From an optimization exercise on the open Yosys and OpenROAD flow, aimed at small area; shortcuts taken in it are not production practice. In this exercise RTL edits were held to simulation tests only and were not proved equivalent to the original. Power is estimated from default activity; no workload was simulated.

==> design.v <==
module tkbt (
    input  wire        clk,
    input  wire        rst,         
    input  wire        cmd_valid,
    input  wire [31:0] cmd_data,
    output wire [31:0] res,
    output wire        irq_off,
    input  wire        scl_i,
    input  wire        sda_i,
    input  wire        int_i,
    output reg         scl_oe,
    output reg         scl_o,
    output reg         sda_oe,
    output reg         sda_o,
    output reg         int_oe,
    output reg         int_o
);
    localparam [14:0] MODE_PATTERN = 15'h2AF8;
    localparam [1:0] C_OK = 2'd0, C_TIMEOUT = 2'd1, C_NAK = 2'd2, C_ILLEGAL = 2'd3;
    localparam [3:0] OP_ILLEGAL = 4'd0,  OP_SETLINE = 4'd1,  OP_GET   = 4'd2,
                     OP_WAITCLK = 4'd3,  OP_GDIR    = 4'd4,  OP_GSET  = 4'd5,
                     OP_DHALF   = 4'd6,  OP_DUS     = 4'd7,  OP_DMS   = 4'd8,
                     OP_START   = 4'd9,  OP_STOP    = 4'd10, OP_SEND  = 4'd11,
                     OP_RECV    = 4'd12, OP_MODE    = 4'd13, OP_MSEND = 4'd14,
                     OP_MRECV   = 4'd15;
    localparam [4:0] M_IDLE     = 5'd0,
                     M_DISPATCH = 5'd1,
                     M_TIMEOUT  = 5'd2,
                     M_DONE_OK  = 5'd3,
                     M_START1   = 5'd4,
                     M_START2   = 5'd5,
                     M_STOP1    = 5'd6,
                     M_STOP_REL = 5'd7,
                     M_SB_BIT   = 5'd8,
                     M_SB_LOW   = 5'd9,
                     M_SB_NEXT  = 5'd10,
                     M_SB_ACK   = 5'd11,
                     M_RB_START = 5'd12,
                     M_RB_SAMP  = 5'd13,
                     M_RB_NEXT  = 5'd14,
                     M_ATTFAIL  = 5'd15,
                     M_ME_BIT   = 5'd16,
                     M_ME_LOW   = 5'd17,
                     M_ME_HIGH  = 5'd18,
                     M_ME_NEXT  = 5'd19,
                     M_ME_ADV   = 5'd20,
                     M_ME_DONE  = 5'd21,
                     M_TO_MODE  = 5'd22;
    localparam [1:0] S_EXEC = 2'd0, S_WREL = 2'd1, S_WPOLL = 2'd2, S_DLY = 2'd3;
    function [3:0] decode;
        input [31:0] w;
        begin
            decode = OP_ILLEGAL;
            case (w[31:24])
                8'h01: if (w[23:17] == 7'd0 && w[15:1] == 15'd0) decode = OP_SETLINE;
                8'h02: if (w[23:17] == 7'd0 && w[15:0] == 16'd0) decode = OP_GET;
                8'h03: if (w[23:0] == 24'd0)                     decode = OP_WAITCLK;
                8'h04: if (w[23:18] == 6'd0 && w[15:1] == 15'd0 && w[17:16] != 2'd3) decode = OP_GDIR;
                8'h05: if (w[23:18] == 6'd0 && w[15:1] == 15'd0 && w[17:16] != 2'd3) decode = OP_GSET;
                8'h06: if (w[23:18] == 6'd0 && w[15:0] == 16'd0 && w[17:16] != 2'd3) decode = OP_GET;
                8'h10: begin
                    if      (w[23:16] == 8'd0 && w[15:0] == 16'd0) decode = OP_DUS;    
                    else if (w[23:16] == 8'd1 && w[15:0] == 16'd0) decode = OP_DHALF;
                    else if (w[23:16] == 8'd2)                      decode = OP_DUS;
                    else if (w[23:16] == 8'd3)                      decode = OP_DMS;
                end
                8'h20: if (w[23:0] == 24'd0)                     decode = OP_START;
                8'h21: if (w[23:0] == 24'd0)                     decode = OP_STOP;
                8'h22: if (w[23:8] == 16'd0)                     decode = OP_SEND;
                8'h23: if (w[23:0] == 24'd0)                     decode = OP_RECV;
                8'h30: if (w[23:0] == 24'd0)                     decode = OP_MODE;
                8'h40: if (w[23:16] == 8'd0)                     decode = OP_MSEND;
                8'h41: if (w[23:16] == 8'd0 && w[7:0] == 8'd0)   decode = OP_MRECV;
                default: decode = OP_ILLEGAL;
            endcase
        end
    endfunction
    wire [3:0] dec_op = decode(cmd_data);
    wire dec_dbit = (cmd_data[31:16] == 16'h1000);
    wire [15:0] load_p = {cmd_data[15:10],
                          cmd_data[9:8] | (cmd_data[17:16] & {2{~cmd_data[28]}}),
                          cmd_data[7:3], cmd_data[2] | dec_dbit, cmd_data[1],
                          cmd_data[0] | dec_dbit};
    reg [4:0]  m;
    reg [1:0]  s;
    reg [3:0]  op;
    reg [15:0] p;
    reg [19:0] c;
    reg [3:0]  bitidx;
    reg        phase;        
    reg [1:0]  res_code;
    reg        res_ack;
    reg        res_lvl;
    reg [7:0]  res_data;
    reg [1:0]  att;          
    reg [1:0]  res_att;
    wire       busy    = (m != M_IDLE);
    wire       precise = (m == M_ME_DONE) || (m == M_TO_MODE);
    wire       irq_r   = (m >= M_ME_BIT);
    wire [1:0] line  = p[9:8];
    wire       v_bit = p[0];
    wire       int_level = int_oe ? int_o : int_i;
    assign irq_off = irq_r;
    assign res = {6'd0, res_att, res_data, 5'd0, irq_r, precise, busy,
                  2'd0, res_lvl, res_ack, 2'd0, res_code};
    reg [9:0] dlen;
    always @* begin
        case (m)
            M_DONE_OK:  dlen = (op == OP_DHALF) ? 10'd50 : 10'd100;
            M_SB_NEXT,
            M_RB_NEXT:  dlen = (bitidx[2:0] == 3'd0) ? 10'd50 : 10'd100;
            M_ME_LOW:   dlen = 10'd60;
            M_ME_HIGH,
            M_ME_NEXT:  dlen = 10'd200;
            M_ME_ADV:   dlen = 10'd600;
            M_ATTFAIL:  dlen = 10'd0;
            default:    dlen = 10'd100;
        endcase
    end
    wire c_hi0   = (c[19:10] == 10'd0);
    wire dly_fix = ((c[9:0] & dlen) == dlen);
    wire unit    = (m == M_DONE_OK) && (op == OP_DUS || op == OP_DMS);
    wire pre_end = (op == OP_DMS) ? ((c & 20'd19999) == 20'd19999)
                                  : ((c & 20'd19) == 20'd19);
    wire p_zero  = (p == 16'd0);
    wire dly_end = unit ? p_zero : dly_fix;
    wire to_hit  = ((c & 20'd1000001) == 20'd1000001) ||
                   ((m == M_ME_DONE) && ((c & 20'd199) == 20'd199));
    wire sb_bit  = phase ? p[bitidx[2:0]] : p[{1'b1, bitidx[2:0]}];
    always @(posedge clk) begin
        if (rst) begin
            m        <= M_IDLE;
            s        <= S_EXEC;
            res_code <= C_OK;
            scl_oe   <= 1'b0;
            scl_o    <= 1'b0;
            sda_oe   <= 1'b0;
            sda_o    <= 1'b0;
            int_oe   <= 1'b0;
            int_o    <= 1'b0;
        end else begin
            case (s)
            S_WREL: begin
                scl_oe <= 1'b0;
                c      <= 20'd0;
                s      <= S_WPOLL;
            end
            S_WPOLL: begin
                if (scl_i) begin
                    c <= 20'd0;
                    s <= S_DLY;
                end else if (to_hit) begin
                    c <= 20'd0;
                    res_code <= C_TIMEOUT;
                    if ((m == M_SB_LOW || m == M_SB_ACK) && (op == OP_MSEND || op == OP_MRECV)) begin
                        m <= M_ATTFAIL;
                        s <= S_DLY;
                    end else begin
                        m <= (m == M_ME_DONE) ? M_TO_MODE : M_TIMEOUT;
                        s <= S_EXEC;
                    end
                end else
                    c <= c + 20'd1;
            end
            S_DLY: begin
                if (dly_end) begin
                    c <= 20'd0;
                    s <= S_EXEC;
                end else if (unit && pre_end) begin
                    c <= 20'd0;
                    p <= p - 16'd1;
                end else
                    c <= c + 20'd1;
            end
            default: begin  
            c <= 20'd0;
            if ((op == OP_MSEND || op == OP_MRECV) &&
                (m == M_TIMEOUT || m == M_STOP_REL || (m == M_ATTFAIL && att == 2'd3) ||
                 (m == M_SB_ACK && !sda_i)))
                res_att <= att;
            case (m)
            M_IDLE: begin
                if (cmd_valid) begin
                    op <= dec_op;
                    p  <= load_p;
                    m  <= M_DISPATCH;
                end
            end
            M_DISPATCH: begin
                case (op)
                OP_SETLINE: begin
                    if (line[0]) begin
                        if (v_bit) sda_oe <= 1'b0;
                        else begin sda_o <= 1'b0; sda_oe <= 1'b1; end
                    end else begin
                        if (v_bit) scl_oe <= 1'b0;
                        else begin scl_o <= 1'b0; scl_oe <= 1'b1; end
                    end
                    res_code <= C_OK;
                    m        <= M_IDLE;
                end
                OP_GET: begin
                    case (line)
                        2'd0:    res_lvl <= scl_i;
                        2'd1:    res_lvl <= sda_i;
                        default: res_lvl <= int_level;
                    endcase
                    res_code <= C_OK;
                    m        <= M_IDLE;
                end
                OP_GDIR: begin
                    case (line)
                        2'd0:    scl_oe <= ~v_bit;
                        2'd1:    sda_oe <= ~v_bit;
                        default: int_oe <= ~v_bit;
                    endcase
                    res_code <= C_OK;
                    m        <= M_IDLE;
                end
                OP_GSET: begin
                    case (line)
                        2'd0:    scl_o <= v_bit;
                        2'd1:    sda_o <= v_bit;
                        default: int_o <= v_bit;
                    endcase
                    res_code <= C_OK;
                    m        <= M_IDLE;
                end
                OP_WAITCLK: begin
                    m <= M_DONE_OK;
                    s <= S_WREL;
                end
                OP_DHALF, OP_DUS, OP_DMS: begin
                    m <= M_DONE_OK;
                    s <= S_DLY;
                end
                OP_START: m <= M_START1;
                OP_MSEND, OP_MRECV: begin
                    att <= 2'd1;
                    m   <= M_START1;
                end
                OP_STOP: m <= M_STOP1;
                OP_SEND: begin
                    phase  <= 1'b1;
                    bitidx <= 4'd7;
                    m      <= M_SB_BIT;
                end
                OP_RECV: m <= M_RB_START;
                OP_MODE: begin
                    bitidx <= 4'd14;
                    m      <= M_ME_BIT;
                end
                default: begin
                    res_code <= C_ILLEGAL;
                    m        <= M_IDLE;
                end
                endcase
            end
            M_TIMEOUT, M_TO_MODE: m <= M_IDLE;
            M_DONE_OK, M_ME_DONE: begin
                res_code <= C_OK;
                m        <= M_IDLE;
            end
            M_START1: begin
                sda_o  <= 1'b0;
                sda_oe <= 1'b1;
                m      <= M_START2;
            end
            M_START2: begin
                scl_o  <= 1'b0;
                scl_oe <= 1'b1;
                if (op == OP_START) begin
                    res_code <= C_OK;
                    m        <= M_IDLE;
                end else begin
                    phase  <= 1'b0;
                    bitidx <= 4'd7;
                    m      <= M_SB_BIT;
                end
            end
            M_STOP1: begin
                sda_o  <= 1'b0;
                sda_oe <= 1'b1;
                m      <= M_STOP_REL;
                s      <= S_WREL;
            end
            M_STOP_REL: begin
                sda_oe   <= 1'b0;
                res_code <= C_OK;
                m        <= M_IDLE;
            end
            M_SB_BIT: begin
                if (sb_bit) sda_oe <= 1'b0;
                else begin sda_o <= 1'b0; sda_oe <= 1'b1; end
                m <= M_SB_LOW;
                s <= S_WREL;
            end
            M_SB_LOW, M_RB_SAMP: begin
                if (m == M_RB_SAMP) p[7:0] <= {p[6:0], sda_i};
                scl_o  <= 1'b0;
                scl_oe <= 1'b1;
                m      <= (m == M_RB_SAMP) ? M_RB_NEXT : M_SB_NEXT;
                s      <= S_DLY;
            end
            M_SB_NEXT: begin
                if (bitidx[2:0] == 3'd0) begin
                    sda_oe <= 1'b0;
                    m      <= M_SB_ACK;
                    s      <= S_WREL;
                end else begin
                    bitidx <= bitidx - 4'd1;
                    m      <= M_SB_BIT;
                end
            end
            M_SB_ACK: begin
                if (op == OP_SEND) begin
                    res_ack  <= ~sda_i;
                    res_code <= C_OK;
                    m        <= M_IDLE;
                end else if (sda_i) begin
                    res_code <= C_NAK;
                    m        <= M_ATTFAIL;
                end else if (op == OP_MRECV) begin
                    m <= M_RB_START;
                end else if (!phase) begin
                    phase  <= 1'b1;
                    bitidx <= 4'd7;
                    m      <= M_SB_BIT;
                end else begin
                    m <= M_STOP1;
                end
            end
            M_RB_START: begin
                sda_oe <= 1'b0;
                bitidx <= 4'd7;
                m      <= M_RB_SAMP;
                s      <= S_WREL;
            end
            M_RB_NEXT: begin
                if (bitidx[2:0] == 3'd0) begin
                    res_data <= p[7:0];
                    if (op == OP_RECV) begin
                        res_code <= C_OK;
                        m        <= M_IDLE;
                    end else
                        m <= M_STOP1;
                end else begin
                    bitidx <= bitidx - 4'd1;
                    m      <= M_RB_SAMP;
                    s      <= S_WREL;
                end
            end
            M_ATTFAIL: begin
                if (att == 2'd3)
                    m <= M_IDLE;
                else begin
                    att <= att + 2'd1;
                    m   <= M_START1;
                end
            end
            M_ME_BIT: begin
                if (MODE_PATTERN[bitidx]) scl_oe <= 1'b0;
                else begin scl_o <= 1'b0; scl_oe <= 1'b1; end
                m <= M_ME_LOW;
                s <= S_DLY;
            end
            M_ME_LOW: begin
                sda_o  <= 1'b0;
                sda_oe <= 1'b1;
                m      <= M_ME_HIGH;
                s      <= S_DLY;
            end
            M_ME_HIGH: begin
                sda_oe <= 1'b0;
                m      <= M_ME_NEXT;
                s      <= S_DLY;
            end
            M_ME_NEXT: begin
                m <= M_ME_ADV;
                if (bitidx == 4'd5) s <= S_DLY;
            end
            M_ME_ADV: begin
                if (bitidx == 4'd0) begin
                    m <= M_ME_DONE;
                    s <= S_WREL;
                end else begin
                    bitidx <= bitidx - 4'd1;
                    m      <= M_ME_BIT;
                end
            end
            default: m <= M_IDLE;
            endcase
            end
            endcase
        end
    end
endmodule
==> run.sh <==
#!/bin/bash
# synth_recipe.tcl (not shown) runs the flow's synth.tcl, then flattens the netlist and writes it again
# the make line also repeats each setting of config.mk as NAME=value (left out here)
make -C /OpenROAD-flow-scripts/flow DESIGN_CONFIG=/design/flow/config.mk WORK_HOME=/design/flow/orfs CLKGATE_MAP_FILE= SYNTH_SCRIPT=/design/flow/synth_recipe.tcl finish
==> config.mk <==
export PLATFORM = sky130hd
export DESIGN_NAME = tkbt
export DESIGN_NICKNAME = tkbt
export VERILOG_FILES = /design/flow/design.v
export SDC_FILE = /design/flow/constraint.sdc
export NUM_CORES = 4
export LEC_CHECK = 0
export ABC_AREA = 1
export CAP_MARGIN = 20
export CORE_MARGIN = 2
export CORE_UTILIZATION = 40
export PLACE_DENSITY = 0.6
export SLEW_MARGIN = 20
==> constraint.sdc <==
create_clock -name core_clock -period 50.0 [get_ports {clk}]
set_input_delay 10.0000 -clock core_clock [delete_from_list [all_inputs] [get_ports {clk}]]
set_output_delay 10.0000 -clock core_clock [all_outputs]
set_load 0.01 [all_outputs]
==> out/metrics.yaml <==
final_layout:
  antenna_cells: 0
  final-instance-count-excl-fill: 1089
  area_growth_pct: 16.8
  final_cell_mix: "nand2_1 (180), nor2_1 (128), inv_1 (105), clkdlybuf4s50_1 (61)"
  layout_commonest_cell: "nand2_1"
  fin_nets: 949
  fill_cells: 1507
  drive_gt1_share_pct: 4.97
min_path:
  min_path_type: "reg -> reg"
  hold_depth: 0
timing:
  setup_tns_ns: 0
  hold_viol_final: 0
  worstMarginPinSlew_ns: 1.05
  worst_slack_ns: 37.80
  drv_slew: 0
  rsz0062_at_grt: "false"
  skew_ns: 0.00823
  setup_viol: 0
  max_slew_margin_pct: 29.6
  finalCritPeriodShare_pct: 24.4
  fmax_ghz: 0.0820
  min_period_ns: 12.20
synth:
  synth-seq-area-share_pct: 35.6
  synth_edf_count: 59
  synthFlopType: "edfxtp_1"
  async_flop_share_pct: 0
  avgSynthCellArea_um2: 6.82
  synth-simple-area-share_pct: 33.7
  synth_cell_types: 42
  synth_seq_cells: 74
  synthCells: 852
  yosys-mux-area-fraction_pct: 0
  synth_warnings: 1
  synth_top_family_by_area: "simple AND/OR/NAND/NOR gates"
  netlist_area_um2: 5810
  synth-xor-area-share_pct: 3.77
  synth_fa_ha_area_share_pct: 2.37
  synth_compound_area_share_pct: 13.0
placement:
  gp_congestion: 0.958
  dp.cells: 1073
  place_worst_setup_slack_ns: 37.69
  port_buffers: 61
  hpwl_mm: 13.5
outcome:
  status: "no timing/DRC/antenna violations"
grt:
  grt_first_pass_wirelength_mm: 27.6
  grt_max_degree: 30
  grt_usage_pct: 22.2
  grt_overflow: 0
  grt_pass1_vias: 5382
  antenna_found_initial: 0
drt:
  vias_per_cell: 5.31
  met2WireLength_mm: 7.62
  dr.pass1.iters: 6
  initialDrtViolationCount: 482
  routedWlPerCell_um: 15.8
  wl_met1_mm: 7.95
  ant_nets: 0
  route.detailed.drc: 0
  top_layer: "met4"
  vias: 5786
  routed_wl_mm: 17.2
  route.met3.wl_mm: 1.23
worst_setup_path:
  cp_num_cells: 5
  cp_max_fo: 11
  critPathSlowestCell: "clkdlybuf4s50_1"
  criticalPathCategory: "reg -> out"
  crit_buf_inv: 2
  cp.arrival_ns: 2.20
  cp_top_family: "simple AND/OR/NAND/NOR gates"
  path_cells: "nor2_2 > nand2_1 > nor2_1 > inv_1 > clkdlybuf4s50_1"
  crit_path_end_kind: "primary output"
  worstSetupStartpointType: "register"
  required_ns: 40.00
  ff2ff_path_depth: 12
  max_stage_delay_ns: 0.49
floorplan:
  core_region_area_um2: 14400
  die-area_um2: 15500
  num_rows: 44
  die_height_um: 125
  io_pins: 77
  die_width_um: 125
  start_util_pct: 40.5
power_and_ir_drop:
  ir_drop_mv: 0.0187
  power_density_nw_per_um2: 37.4
  p_leak_nw: 2.82
cts:
  ctsRootBufferMaster: "clkbuf_16"
  clk_pin_slew_ns: 0.06
  clock_sinks: 74
  ctsResizeCount: 0
  clk_latency_ns: 0.36
  ctsLongestPathBuffers: 2
  htree_levels: 3
  cts_buffers: 9
  cts-hold-fix-buffers: 0
  post-cts-setup-buffers: 0
  cts_tree: "done"
run:
  drv_cap: 0
## final timing paths
kind / start / end / slack, ns
setup / recovery: m[1] / res[8] / 37.80
hold / removal: att[1] / res_att[1] / 0.47
setup reg to reg: bitidx[0] / p[4] / 46.82
hold reg to reg: att[1] / res_att[1] / 0.47
## cell families after synthesis
| group | Yosys count |
|---|---|
| DFF | 74 |
| xor gates and xnor gates | 25 |
| and+or+nand+nor | 453 |
| other | 1 |
| AOI/OAI and AO/OA | 136 |
| adders and majority gates | 11 |
| buffers and inverters | 152 |
## power breakdown
part / switching [mW] / internal [mW]
Sequential: 0.00997 / 0.0767
Clock: 0.0284 / 0.0441
Combinational: 0.0628 / 0.0316
Total: 0.101 / 0.152
## state kept, by name, summed over array words and instances (netlist names), 2 cells and up
register / count
res_data: 8
bitidx: 4
s: 2
m: 5
att: 2
c: 20
res_code: 2
op: 4
res_att: 2
p: 16
## layout make-up
class	count	area, µm²	share of cell area [%]
clock buffer	9	225	3.32
clock inverter	7	98.8	1.46
inverter	114	428	6.30
multi-input combinational	640	3120	46.0
sequential	74	2070	30.5
tap	184	230	3.39
timing repair buffer	61	611	8.99
## worst register-to-register path, cell delays in order (launching register included)
cell and delay [ns]:
edfxtp_1 0.60, inv_1 0.30, ha_1 0.18, nand2_1 0.20, inv_1 0.15, nand2_1 0.11
a21boi_1 0.15, nor2_1 0.06, nand3_1 0.09, nand2_1 0.07, nand2_1 0.08, nand3_1 0.11
a21oi_1 0.70
## synthesized netlist by cell type (2+ instances only)
cell	number	area share (%)
nor4_1	6	0.65
inv_2	7	0.45
edfxtp_1	59	30
nand2_1	180	12
nand4_1	18	1.9
buf_2	5	0.43
inv_1	105	6.8
o21a_1	2	0.26
ha_1	11	2.4
buf_6	2	0.39
nor2_1	128	8.3
a31oi_1	9	0.97
clkinv_1	2	0.13
nand3_2	2	0.34
a21oi_1	40	3.4
nand3b_1	2	0.26
buf_4	21	2.7
nor3_1	36	3.1
o221ai_1	2	0.30
nand3_1	58	5.0
o31ai_1	2	0.26
o22ai_1	2	0.22
and3_1	2	0.22
xnor2_1	5	0.75
o21ai_1	5	0.43
nor2_2	18	1.9
dfxtp_1	15	5.2
o211ai_1	8	1.0
o21ai_0	59	5.1
xor2_1	20	3.0
clkbuf_1	10	0.65
## through the flow
stage               hold WS (ns)  cell area [µm²]  total power [mW]  util (%)
floorplan                  0.431             5870             0.153         -
global placement           0.455             6460             0.181      45.0
detailed placement         0.456             6460             0.181      45.0
CTS                        0.470             6790             0.253      47.2
global route               0.483             6790             0.269      47.2
finish                     0.465             6790             0.254      47.2
## layer usage
layer | track usage [%] | up-vias
li1 | - | 2899
met1 | 31.3 | 2616
met2 | 34.5 | 241
met3 | 4.04 | 30
met4 | 7.53 | 0
met5 | 0 | -

[port drivers added, routing unchanged]
How much do the figures lean on ideal ports? The routed layout below was timed once more, with nothing changed but the port constraints.
Step 1: set_driving_cell puts a clkbuf_16 on clk and a buf_2 on each other input, an assumption about the parent block.
Step 2 also shifts input and output timing later by t, the mid clock arrival at the registers, as if the neighbouring blocks saw the same clock.
Three values: ideal ports, drivers, drivers and shift; two values: the first two.
shift t [ns]: 0.396
slack for setup (ns): 37.803 / 37.761 / 37.671
hold slack, ns: 0.465 / 0.465 / 0.465
worst slew at a driven data input, ns: 0.03
cell pins on the clock port's net: 1
After both steps this run still meets setup and hold. The setup slack of this run moves by -0.042 ns with the drivers and by -0.132 ns with both steps.
